What follows belongs to an exercise in optimizing a design on an open flow for small area, a short achievable clock period and few clock cycles; a production flow would make more cautious choices.
Where RTL was checked, it was by simulation tests only, not by an equivalence proof against the original.
Power figures rest on the tool's default switching activity, not on a simulated workload.

==> flow/design.v (excerpt) <==
module crc8_framer (
    input  wire         clk,
    input  wire         rst,
    input  wire         rx_valid,
    input  wire [7:0]   rx_data,
    output wire         rx_ready,
    output wire         tx_valid,
    output wire [7:0]   tx_data,
    input  wire         tx_ready,
    input  wire         cmd_valid,
    output wire         cmd_ready,
    input  wire [7:0]   cmd_code,
    input  wire [7:0]   cmd_arg,
    input  wire [151:0] cmd_pkt,
    output reg          res_valid,
    output reg          res_ok,
    output reg  [31:0]  res_word,
    output reg  [151:0] res_pkt,
    output wire         pkt_avail,
    output wire         q_full
);
Size in the first run: roughly 5700 cells after synthesis, about 2900 flip-flops, ~79000 um2 of cells after synthesis.
Settings: LEC_CHECK=0, CAP_MARGIN=20, CORE_MARGIN=2, CORE_UTILIZATION=50, SETUP_SLACK_MARGIN=5, SLEW_MARGIN=20; clock period 8.0 ns.
run.sh (not shown) runs the stock make flow with config.mk's settings and CLKGATE_MAP_FILE= SYNTH_SCRIPT=/design/flow/synth_recipe.tcl, a recipe that flattens the netlist after the stock synthesis.
Testbench counts at the start, summed over its fixed seeds: cycles 9,983.
Rerun with:
--- a/flow/design.v
+++ b/flow/design.v
@@ -90,37 +90,38 @@
     reg         st_add;               
     reg  [2:0]  pend [0:27];
     reg  [27:0] zf;                   
     reg         st_pend;
     reg  [4:0]  st_k;
     reg  [2:0]  st_snap;
     reg  [1:0]  fq [0:7];
     reg  [2:0]  f_rd, f_wr;
     reg  [3:0]  f_cnt;
     reg  [3:0]  f_ndata;              
     reg         tx_valid_q;
-    reg  [7:0]  tx_data_q;            
-    reg  [4:0]  t_idx;
+    reg  [7:0]  tx_data_q;
+    reg  [7:0]  tx_data_o;            
+    reg  [4:0]  t_idx;                
     reg  [151:0] dreg;                
     reg  [1:0]  last_tag;
     reg         dt_le12;              
     reg  [3:0]  dt_t;
     reg         last_v;
     reg  [7:0]  crc_acc;
     integer k;
     assign rx_ready  = rx_ready_q;
     assign cmd_ready = cmd_ready_q;
     assign pkt_avail = pkt_avail_q;
     assign q_full    = q_full_q;
     assign tx_valid  = tx_valid_q;
-    assign tx_data   = tx_data_q;
+    assign tx_data   = tx_data_o;
     wire rx_fire  = rx_valid & rx_ready_q;
     wire cmd_fire = cmd_valid & cmd_ready_q;
     wire x_setup  = c_v & cd_setup;
     wire [4:0] pos_e  = x_setup ? 5'd0 : pos;
     wire       pos_18 = (pos_e == 5'd18);
     wire       rx_last = rx_fire & pos_18;           
     wire [4:0] pos_n  = rx_fire ? (pos_18 ? 5'd0 : pos_e + 5'd1) : pos_e;
     reg  [18:0] pos_oh;
     always @(*) begin
         pos_oh = 19'd0;
         pos_oh[pos_e] = 1'b1;
@@ -169,32 +170,30 @@
     wire       pop     = tx_end;
     wire [3:0] f_cnt_n = f_cnt + {3'd0, push} - {3'd0, pop};
     wire [3:0] f_ndata_n = f_ndata + {3'd0, push & (push_tag == T_DATA)}
                                    - {3'd0, pop & (htag == T_DATA)};
     wire data_busy_n = (f_ndata_n != 4'd0);
     wire       st_idle = !tx_valid_q;
     wire       st_q    = st_idle ? (f_cnt != 4'd0) : (tx_end & (f_cnt >= 4'd2));
     wire       tx_go   = st_q | ((st_idle | tx_end) & push);
     wire [7:0] b0_push = x_send ? res_pkt[7:0] : (push_tag == T_DATA) ? dreg[7:0] : 8'h10;
     wire [1:0] go_tag  = st_idle ? htag : ntag;
     wire [7:0] b0_go   = !st_q ? b0_push : (go_tag == T_DATA) ? dreg[7:0] : 8'h10;
-    wire [4:0] n_idx = tx_fire ? t_idx + 5'd1 : t_idx;
     reg  [7:0] nb_data;
     always @(*) begin
         nb_data = 8'h00;
-        for (k = 0; k < 19; k = k + 1)
-            nb_data = nb_data | ({8{n_idx == k}} & dreg[k*8 +: 8]);
+        for (k = 0; k < 18; k = k + 1)
+            nb_data = nb_data | ({8{t_idx == k}} & dreg[(k+1)*8 +: 8]);
     end
-    wire [7:0] nb_const = (n_idx == 5'd0)  ? 8'h10 :
-                          (n_idx == 5'd1)  ? ((htag == T_ACK) ? 8'h01 : 8'h02) :
-                          (n_idx == 5'd18) ? ((htag == T_ACK) ? 8'h5A : 8'h48) : 8'hFF;
+    wire [7:0] nb_const = (t_idx == 5'd0)  ? ((htag == T_ACK) ? 8'h01 : 8'h02) :
+                          (t_idx == 5'd17) ? ((htag == T_ACK) ? 8'h5A : 8'h48) : 8'hFF;
     wire [7:0] nb    = (htag == T_DATA) ? nb_data : nb_const;
     reg        e_cor, e_qf, e_rx, e_tx;
     reg  [3:0] e_rxt, e_txt;
     reg [27:0] ev;
     always @(*) begin
         ev = 28'd0;
         if (e_cor) ev[0] = 1'b1;
         if (e_qf)  ev[1] = 1'b1;
         if (e_rx)  ev[5'd15 + e_rxt] = 1'b1;
         if (e_tx)  ev[5'd2 + e_txt] = 1'b1;
     end
@@ -325,27 +324,30 @@
         if (push) begin
             fq[f_wr] <= push_tag;
             last_tag <= push_tag;
         end
         e_rxt <= rx_type;
         e_txt <= pt_t;
         if (x_send) begin
             dreg    <= res_pkt;
             dt_le12 <= (res_pkt[15:8] <= 8'd12);
             dt_t    <= res_pkt[11:8];
         end
-        tx_data_q <= tx_go ? b0_go : nb;
-        if (tx_go)
+        tx_data_o <= tx_go ? b0_go : tx_fire ? nb : tx_data_q;
+        if (tx_go) begin
+            tx_data_q <= b0_go;
             t_idx     <= 5'd0;
-        else if (tx_fire)
+        end else if (tx_fire) begin
+            tx_data_q <= nb;
             t_idx     <= t_idx + 5'd1;
+        end
     end
     always @(posedge clk) begin
         res_valid <= 1'b0;
         if (rst) begin
             rx_ready_q  <= 1'b1;
             cmd_ready_q <= 1'b1;
             pkt_avail_q <= 1'b0;
             q_full_q    <= 1'b0;
             pos      <= 5'd0;
             cmd_turn <= 1'b0;
             rb_v     <= 1'b0;
The changed run produced a clean layout; core utilization decreases by 0.30 points; critical path depth decreases by 1; hold slack barely changes; clock skew decreases by 0.011 ns; flip-flop and latch count is unchanged; setup slack loses 0.13 ns; sequential power is about the same; die area increases slightly.
Only the layout flow was run in the second run of this note; the RTL was not checked for function there.

-- afterwards: timing with drivers on the ports --
The results above use ideal ports. As a check the final layouts listed here were re-extracted and re-timed, cells and wires unchanged.
Step 1: set_driving_cell puts a clkbuf_16 on clk and a buf_2 on each other input, an assumption about the parent block.
Step 2 also shifts input and output timing later by t, the mid clock arrival at the registers, as if the neighbouring blocks saw the same clock.
a / b / c = ideal / step 1 / step 2; a / b = the first two.
| run | t (ns) | setup WS [ns] | worst setup path at the end | clock arrival spread, ns | worst register clock-pin slew, ns |
|---|---|---|---|---|---|
| the first run | 0.960 | 4.911 / 4.831 / 3.925 | input to register | 0.105 / 0.105 | 0.07 / 0.07 |
| the second run | 0.964 | 4.777 / 4.697 / 4.102 | input to register | 0.076 / 0.076 | 0.08 / 0.08 |
After both steps every run listed still meets setup and hold. The setup slack of the first run, which loses most, moves by -0.080 ns with the drivers and by -0.986 ns with both steps.
